What follows belongs to an exercise in optimizing a design on an open flow for small area, a short achievable clock period and few clock cycles per item; a production flow would make more cautious choices. Only simulation tests tie the RTL to the original design; equivalence was not proved.

Setup of run A:
## sm3_core
module sm3_core (
    input  wire         clk,
    input  wire         rst,         
    input  wire         in_valid,
    output wire         in_ready,
    input  wire         in_init,     
    input  wire [511:0] in_block,    
    output reg          out_valid,
    output wire [255:0] out_digest   
);
==> flow/config.mk <==
export PLATFORM = sky130hd
export DESIGN_NAME = sm3_core
export DESIGN_NICKNAME = sm3_core
export VERILOG_FILES = /design/flow/design.v
export SDC_FILE = /design/flow/constraint.sdc
export NUM_CORES = 4
export LEC_CHECK = 0
export ABC_AREA = 1
export CAP_MARGIN = 20
export CORE_MARGIN = 2
export CORE_UTILIZATION = 50
export CTS_BUF_LIST = sky130_fd_sc_hd__clkbuf_4 sky130_fd_sc_hd__clkbuf_8
export SETUP_SLACK_MARGIN = 5
export SLEW_MARGIN = 20
==> flow/constraint.sdc <==
create_clock -name core_clock -period 10.0 [get_ports {clk}]
set_input_delay 2.0000 -clock core_clock [delete_from_list [all_inputs] [get_ports {clk}]]
set_output_delay 2.0000 -clock core_clock [all_outputs]
set_load 0.01 [all_outputs]
standard.sh (not shown) runs the stock make flow with config.mk's settings and CLKGATE_MAP_FILE= SYNTH_SCRIPT=/design/flow/synth_recipe.tcl, a recipe that flattens the netlist after the stock synthesis.
==> flow/flow/run.sh <==
#!/bin/bash
# The standard layout (the standard.sh: ORFS synthesis to final layout,
# unchanged), except that the port buffers buffer_ports inserts during
# placement are the platform's smallest buffer, buf_1, instead of its default
# choice. Every input and output port still gets its own buffer; the resizer
# may size them up later like any other cell.
set -euo pipefail
export BUFFER_PORTS_ARGS="-buffer_cell sky130_fd_sc_hd__buf_1"
bash standard.sh > standard.log 2>&1
Testbench counts of run A, summed over its fixed seeds: cycles 24,640, items 384.
[inputs] run B vs run A
Settings: setting TNS_END_PERCENT to 0 for the first time; changing SLEW_MARGIN from 20 to 35; changing CAP_MARGIN from 20 to 35.
Findings:
Final standard cell area without fillers, run B vs run A: down by a little under 10%. The detailed placer's ending HPWL was comparable across run B and run A. Final setup slack of the worst path was higher in run A than in run B. Reported for run B and run A, summed instance area of the synthesized netlist turned out identical to the last digit.
Edits applied to the flow inputs when going from run B to run C:
Settings: clearing CTS_BUF_LIST, which used to be sky130_fd_sc_hd__clkbuf_4 sky130_fd_sc_hd__clkbuf_8; swapping 35 for 20 in CAP_MARGIN; swapping 35 for 20 in SLEW_MARGIN; clearing TNS_END_PERCENT, which used to be 0.
Results
The total routed wire length on the met1 layer of run C is higher than that of run B. Against run B, cell area in run C came out worse. Least setup slack across all paths after layout for run C: 0.064 ns down relative to run B.

========
v38:
The RTL this note starts from:
==> flow/design.v <==
module sm3_core (
    input  wire         clk,
    input  wire         rst,         
    input  wire         in_valid,
    output wire         in_ready,
    input  wire         in_init,     
    input  wire [511:0] in_block,    
    output reg          out_valid,
    output wire [255:0] out_digest   
);
    localparam [255:0] IV = {32'h7380166f, 32'h4914b2b9, 32'h172442d7, 32'hda8a0600,
                             32'ha96f30bc, 32'h163138aa, 32'he38dee4d, 32'hb0fb0e4e};
    localparam [31:0] T0 = 32'h79cc4519;
    localparam [31:0] T1 = 32'h7a879d8a;
    function [31:0] rotl;
        input [31:0] x;
        input [4:0]  n;
        begin
            rotl = (x << n) | (x >> (6'd32 - {1'b0, n}));
        end
    endfunction
    function [31:0] p0;
        input [31:0] x;
        begin
            p0 = x ^ rotl(x, 5'd9) ^ rotl(x, 5'd17);
        end
    endfunction
    function [31:0] p1;
        input [31:0] x;
        begin
            p1 = x ^ rotl(x, 5'd15) ^ rotl(x, 5'd23);
        end
    endfunction
    function [31:0] ks_add;
        input [31:0] x;
        input [31:0] y;
        reg [31:0] gn, pn, gk, pk;
        integer l, n;
        begin
            gk = x & y;
            pk = x ^ y;
            for (l = 1; l < 32; l = l * 2) begin
                gn = gk;
                pn = pk;
                for (n = l; n < 32; n = n + 1) begin
                    gn[n] = gk[n] | (pk[n] & gk[n-l]);
                    pn[n] = pk[n] & pk[n-l];
                end
                gk = gn;
                pk = pn;
            end
            ks_add = x ^ y ^ {gk[30:0], 1'b0};
        end
    endfunction
    reg          busy;
    reg  [5:0]   cnt;                    
    reg  [31:0]  a, b, c, d, e, f, g, h;  
    reg  [31:0]  tj;                     
    reg          early;                  
    reg  [31:0]  hw;                     
    reg  [31:0]  dw;                     
    reg  [255:0] v;                      
    reg  [2:0]   ph;                     
    reg          vflag;                  
    reg  [31:0]  w [0:15];               
    wire last = (cnt == 6'd63);
    wire fin  = busy && last;
    assign in_ready   = (ph == 3'd7) && (!busy || last);
    assign out_digest = v;
    wire acc = in_valid && in_ready;
    wire [31:0] a12   = rotl(a, 5'd12);
    wire [31:0] ss1   = rotl(a12 + e + tj, 5'd7);
    wire [31:0] ss2   = ss1 ^ a12;
    wire [31:0] ff    = early ? (a ^ b ^ c) : ((a & b) | (a & c) | (b & c));
    wire [31:0] gg    = early ? (e ^ f ^ g) : ((e & f) | (~e & g));
    wire [31:0] x1    = ks_add(ff, dw);
    wire [31:0] x2    = ks_add(gg, hw);
    wire [31:0] tt1   = x1 + ss2;
    wire [31:0] tt2   = x2 + ss1;
    wire [255:0] rs   = {tt1, a, rotl(b, 5'd9), c, p0(tt2), e, rotl(f, 5'd19), g};
    wire [31:0] wn = p1(w[0] ^ w[7] ^ rotl(w[13], 5'd15)) ^ rotl(w[3], 5'd7) ^ w[10];
    wire [255:0] vrot = {v[223:0], v[255:224]};       
    wire [255:0] v0   = vflag ? IV : vrot;            
    wire [255:0] vnew = v0 ^ (fin ? rs : 256'd0);     
    wire [255:0] base = in_init ? IV : vnew;          
    wire        sel  = !busy || last;
    wire [31:0] blk0 = in_block[511:480];
    wire [31:0] blk4 = in_block[383:352];
    wire [31:0] hw_n = (sel ? base[31:0]    : g) + (sel ? blk0          : ~w[1]);
    wire [31:0] dw_n = (sel ? base[159:128] : c) + (sel ? (blk0 ^ blk4) : (w[1] ^ w[5]));
    integer i;
    always @(posedge clk) begin
        if (acc) begin
            for (i = 0; i < 16; i = i + 1)
                w[i] <= in_block[511 - 32*i -: 32] ^ {32{i[0]}};
            {a, b, c, d, e, f, g, h} <= base;
            tj <= T0;
            early <= 1'b1;
        end else begin
            for (i = 0; i < 15; i = i + 1)
                w[i] <= ~w[i+1];
            w[15] <= wn;
            {a, b, c, d, e, f, g, h} <= rs;
            tj <= (cnt == 6'd15) ? rotl(T1, 5'd16) : rotl(tj, 5'd1);
            if (cnt == 6'd15)
                early <= 1'b0;
        end
        v <= vnew;
        hw <= hw_n;
        dw <= dw_n;
        if (rst) begin
            busy      <= 1'b0;
            cnt       <= 6'd0;
            ph        <= 3'd7;
            vflag     <= 1'b1;
            out_valid <= 1'b0;
        end else begin
            ph        <= ph + 3'd1;
            out_valid <= fin;
            if (acc) begin
                busy <= 1'b1;
                cnt  <= 6'd0;
                if (in_init)
                    vflag <= 1'b1;
                else if (busy)
                    vflag <= 1'b0;
            end else begin
                cnt <= cnt + 6'd1;
                if (fin) begin
                    busy  <= 1'b0;
                    vflag <= 1'b0;
                end
            end
        end
    end
endmodule
clock: 10.0 ns
lec_check: 0
abc_area: 1
cap_margin: 35
core_margin: 2
core_utilization: 50
cts_buf_list: sky130_fd_sc_hd__clkbuf_16
cts_cluster_diameter: 80
cts_cluster_size: 20
place_density: 0.68
setup_slack_margin: 5
slew_margin: 35
tns_end_percent: 0
Scripts as last shown in full above: flow/flow/run.sh
Testbench counts of v38, summed over its fixed seeds: cycles 24,640, items 384.
diff inputs: v38 => v30
Settings: PLACE_DENSITY removed (was 0.68); CTS_CLUSTER_SIZE changed from 20 to 26; CTS_CLUSTER_DIAMETER changed from 80 to 100.
Results
- Side by side, layout overhead on the synthesized area turned out lower in v30 than in v38.
- Summary of v30 over v38: slack of the worst reg-to-reg path rose 0.06 ns, count of clock-buffer cells in the layout fell about 25%.
- sky130_fd_sc_hd__xnor2_1 as the master of the slowest instance on the critical path was reported by v38, and sky130_fd_sc_hd__fa_1 by v30.
> inputs changed (v30 -> v49)
Settings: changing CTS_CLUSTER_DIAMETER from 100 to 80; changing CORE_UTILIZATION from 50 to 58; changing CTS_CLUSTER_SIZE from 26 to 20.
### Flow results
v49 reached the end of the flow, and the finished layout is clean on the timing, DRC and antenna checks. v49 vs. v30: deepest clock path buffer count was more or less identical, global-route total usage across every layer went up by 5.9 points, arrival time of the worst setup path went up by 0.12 ns, growth of design area from synthesis to finish was more or less identical. Summary of v49 over v30: non-clock buffer count essentially unchanged.

-- port drivers added, routing unchanged --
How much do the figures lean on ideal ports? The routed layouts below were timed once more, with nothing changed but the port constraints. Step 1 sets driving cells, clkbuf_16 on the clock port and buf_2 on the other inputs (assumed; they add their load-dependent delay and slew). Step 2, shift: input delay + t, output delay - t, t = (earliest + latest rising clock arrival at the registers) / 2. This alone moves slack from input paths to output paths. a / b / c = ideal / step 1 / step 2; a / b = the first two.
| run | t (ns) | setup WS [ns] | latest minus earliest clock arrival (ns) |
|---|---|---|---|
| run A | 0.954 | 4.654 / 4.654 / 4.636 | 0.044 / 0.043 |
| run B | 0.975 | 4.618 / 4.618 / 4.618 | 0.061 / 0.062 |
| run C | 0.801 | 4.554 / 4.554 / 4.554 | 0.044 / 0.044 |
| v38 | 0.761 | 4.735 / 4.735 / 4.073 | 0.036 / 0.036 |
| v30 | 0.794 | 4.793 / 4.793 / 4.240 | 0.030 / 0.029 |
| v49 | 0.768 | 4.654 / 4.654 / 4.184 | 0.042 / 0.041 |
After both steps setup and hold are still met in every run listed. For v38, which loses most, drivers alone change the setup slack by 0.000 ns; drivers and shift together by -0.662 ns.
